This design comes from an exercise in tuning for small area and a short achievable clock period on the open sky130 flow, not from production work.
The RTL was checked by simulation tests, not by an equivalence proof against the original design.

==> flow/design.v <==
module wiz_pixel_decoder #(
    parameter N           = 64,
    parameter FRAME_BYTES = 6 * N,
    parameter [7:0] ACK_BYTE = 8'h06
) (
    input  wire                 clk,
    input  wire                 rst,
    input  wire                 rx_valid,
    input  wire [7:0]           rx_data,
    output wire                 rx_ready,
    output wire                 tx_valid,
    output wire [7:0]           tx_data,
    input  wire                 tx_ready,
    output wire                 disp_start,
    input  wire                 disp_done,
    input  wire [$clog2(N)-1:0] s1_raddr,
    input  wire [$clog2(N)-1:0] s2_raddr,
    output reg  [23:0]          s1_rdata,
    output reg  [23:0]          s2_rdata
);
    localparam CNT_W = $clog2(FRAME_BYTES);
    localparam SB    = 8 * FRAME_BYTES;
    reg             rdy;
    reg             dst;
    reg             wt;
    reg             tv;
    reg [CNT_W-1:0] cnt;       
    reg             last;      
    wire rx_fire = rx_valid && rdy;
    always @(posedge clk) begin
        if (rst) begin
            rdy  <= 1'b1;
            dst  <= 1'b0;
            wt   <= 1'b0;
            tv   <= 1'b0;
            cnt  <= {CNT_W{1'b0}};
            last <= 1'b0;
        end else begin
            dst <= rx_fire && last;
            if (rx_fire) begin
                cnt  <= cnt + 1'b1;
                last <= (cnt == FRAME_BYTES - 2);
                if (last) rdy <= 1'b0;
            end
            if (dst) wt <= 1'b1;
            if (wt && disp_done) begin
                wt <= 1'b0;
                tv <= 1'b1;
            end
            if (tv && tx_ready) begin
                tv   <= 1'b0;
                rdy  <= 1'b1;
                cnt  <= {CNT_W{1'b0}};
                last <= 1'b0;
            end
        end
    end
    assign rx_ready   = rdy;
    assign disp_start = dst;
    assign tx_valid   = tv;
    assign tx_data    = ACK_BYTE;
    reg          sh_en;
    reg [7:0]    sh_d;
    reg [SB-1:0] fb;
    always @(posedge clk) begin
        sh_en <= rx_fire;
        sh_d  <= rx_data;
        if (sh_en)
            fb <= {fb[SB-9:0], sh_d};
    end
    wire [24*N-1:0] strip1 = fb[SB-1 -: 24*N];
    wire [24*N-1:0] strip2 = fb[SB-1-24*N -: 24*N];
    wire [N-1:0] sel1, sel2;
    genvar gi, gb;
    generate
        for (gi = 0; gi < N; gi = gi + 1) begin : g_dec
            assign sel1[gi] = (s1_raddr != gi);
            assign sel2[gi] = (s2_raddr != gi);
        end
    endgenerate
    wire [23:0] rd1, rd2;
    generate
        for (gb = 0; gb < 24; gb = gb + 1) begin : g_bit
            wire [N-1:0] col1, col2;
            for (gi = 0; gi < N; gi = gi + 1) begin : g_col
                assign col1[gi] = strip1[24*(N-1-gi) + gb];
                assign col2[gi] = strip2[24*(N-1-gi) + gb];
            end
            wpd_sel64 u_m1 (.sel(sel1), .d(col1), .y(rd1[gb]));
            wpd_sel64 u_m2 (.sel(sel2), .d(col2), .y(rd2[gb]));
        end
    endgenerate
    always @(posedge clk) begin
        s1_rdata <= rd1;
        s2_rdata <= rd2;
    end
endmodule
module wpd_sel64 (
    input  wire [63:0] sel,
    input  wire [63:0] d,
    output wire        y
);
    wire [31:0] m;
    wire [15:0] p;
    wire [3:0]  q;
    genvar g;
    generate
        for (g = 0; g < 32; g = g + 1) begin : g_o2
            wpd_oai22 u (.a1(d[2*g]), .a2(sel[2*g]), .b1(d[2*g+1]), .b2(sel[2*g+1]),
                         .y(m[g]));
        end
        for (g = 0; g < 16; g = g + 1) begin : g_r2
            wpd_nor2 u (.a(m[2*g]), .b(m[2*g+1]), .y(p[g]));
        end
        for (g = 0; g < 4; g = g + 1) begin : g_n4
            wpd_nand4 u (.a(p[4*g]), .b(p[4*g+1]), .c(p[4*g+2]), .d(p[4*g+3]), .y(q[g]));
        end
    endgenerate
    wpd_nor4 u_y (.a(q[0]), .b(q[1]), .c(q[2]), .d(q[3]), .y(y));
endmodule
module wpd_oai22 (
    input  wire a1, a2, b1, b2,
    output wire y
);
    assign y = ~((a1 | a2) & (b1 | b2));
endmodule
module wpd_nor2 (
    input  wire a, b,
    output wire y
);
    assign y = ~(a | b);
endmodule
module wpd_nand4 (
    input  wire a, b, c, d,
    output wire y
);
    assign y = ~(a & b & c & d);
endmodule
module wpd_nor4 (
    input  wire a, b, c, d,
    output wire y
);
    assign y = ~(a | b | c | d);
endmodule
export LEC_CHECK = 0
export CAP_MARGIN = 20
export CORE_ASPECT_RATIO = 0.5
export CORE_MARGIN = 2
export CORE_UTILIZATION = 65
export CTS_CLUSTER_DIAMETER = 90
export CTS_CLUSTER_SIZE = 28
export SETUP_SLACK_MARGIN = 3.6
export SLEW_MARGIN = 20
export SYNTH_HIERARCHICAL = 1
export TNS_END_PERCENT = 5
create_clock -name core_clock -period 6.0 [get_ports {clk}]
run.sh (not shown) runs the stock make flow with config.mk's settings and CLKGATE_MAP_FILE= SYNTH_SCRIPT=/design/flow/synth_recipe.tcl, a recipe that flattens the netlist after the stock synthesis.
The baseline finished with timing, DRC and antenna clean.
Change:
--- a/flow/design.v
+++ b/flow/design.v
@@ -70,13 +70,18 @@
     end
     wire [24*N-1:0] strip1 = fb[SB-1 -: 24*N];
     wire [24*N-1:0] strip2 = fb[SB-1-24*N -: 24*N];
     wire [N-1:0] sel1, sel2;
+    wire [7:0]   lo1, hi1, lo2, hi2;
+    wpd_dec3 u_lo1 (.a(s1_raddr[2:0]), .y(lo1));
+    wpd_dec3 u_hi1 (.a(s1_raddr[5:3]), .y(hi1));
+    wpd_dec3 u_lo2 (.a(s2_raddr[2:0]), .y(lo2));
+    wpd_dec3 u_hi2 (.a(s2_raddr[5:3]), .y(hi2));
     genvar gi, gb;
     generate
         for (gi = 0; gi < N; gi = gi + 1) begin : g_dec
-            assign sel1[gi] = (s1_raddr != gi);
-            assign sel2[gi] = (s2_raddr != gi);
+            wpd_nand2 u_s1 (.a(hi1[gi/8]), .b(lo1[gi%8]), .y(sel1[gi]));
+            wpd_nand2 u_s2 (.a(hi2[gi/8]), .b(lo2[gi%8]), .y(sel2[gi]));
         end
     endgenerate
     wire [23:0] rd1, rd2;
     generate
@@ -123,8 +128,25 @@
     output wire y
 );
     assign y = ~((a1 | a2) & (b1 | b2));
 endmodule
+module wpd_dec3 (
+    input  wire [2:0] a,
+    output wire [7:0] y
+);
+    genvar g;
+    generate
+        for (g = 0; g < 8; g = g + 1) begin : g_y
+            assign y[g] = (a == g);
+        end
+    endgenerate
+endmodule
+module wpd_nand2 (
+    input  wire a, b,
+    output wire y
+);
+    assign y = ~(a & b);
+endmodule
 module wpd_nor2 (
     input  wire a, b,
     output wire y
 );
After rerunning:
- fmax went down by about 0.8%
- first-iteration DRC count came out higher by 13%
- final area climbs by 0.31%
- synthesized cell count decreases by about 0.6%
- setup slack loses 0.020 ns
- sequential cell count does not change
- global-route usage climbs by 0.70 points
- synthesized area is about the same

[static timing again, ports no longer ideal]
How much do the figures lean on ideal ports? The routed layouts below were timed once more, with nothing changed but the port constraints. Step 1 assumes that a clkbuf_16 drives the clock port and a buf_2 every other input. Step 2, shift: input delay + t, output delay - t, t = (earliest + latest rising clock arrival at the registers) / 2. This alone moves slack from input paths to output paths. a / b / c = no drivers / after step 1 / after step 2; a / b = the first two.
run | t (ns) | slack for setup (ns) | worst setup path after step 2 | slew at the worst register clock pin (ns) | pins driven straight from the clock port
the first run | 0.908 | 3.443 / 3.355 / 2.479 | input to register | 0.11 / 0.11 | 1
the second run | 0.893 | 3.423 / 3.370 / 2.536 | input to register | 0.11 / 0.11 | 1
After both steps every run listed still meets setup and hold. For the first run, which loses most, drivers alone change the setup slack by -0.088 ns; drivers and shift together by -0.964 ns.
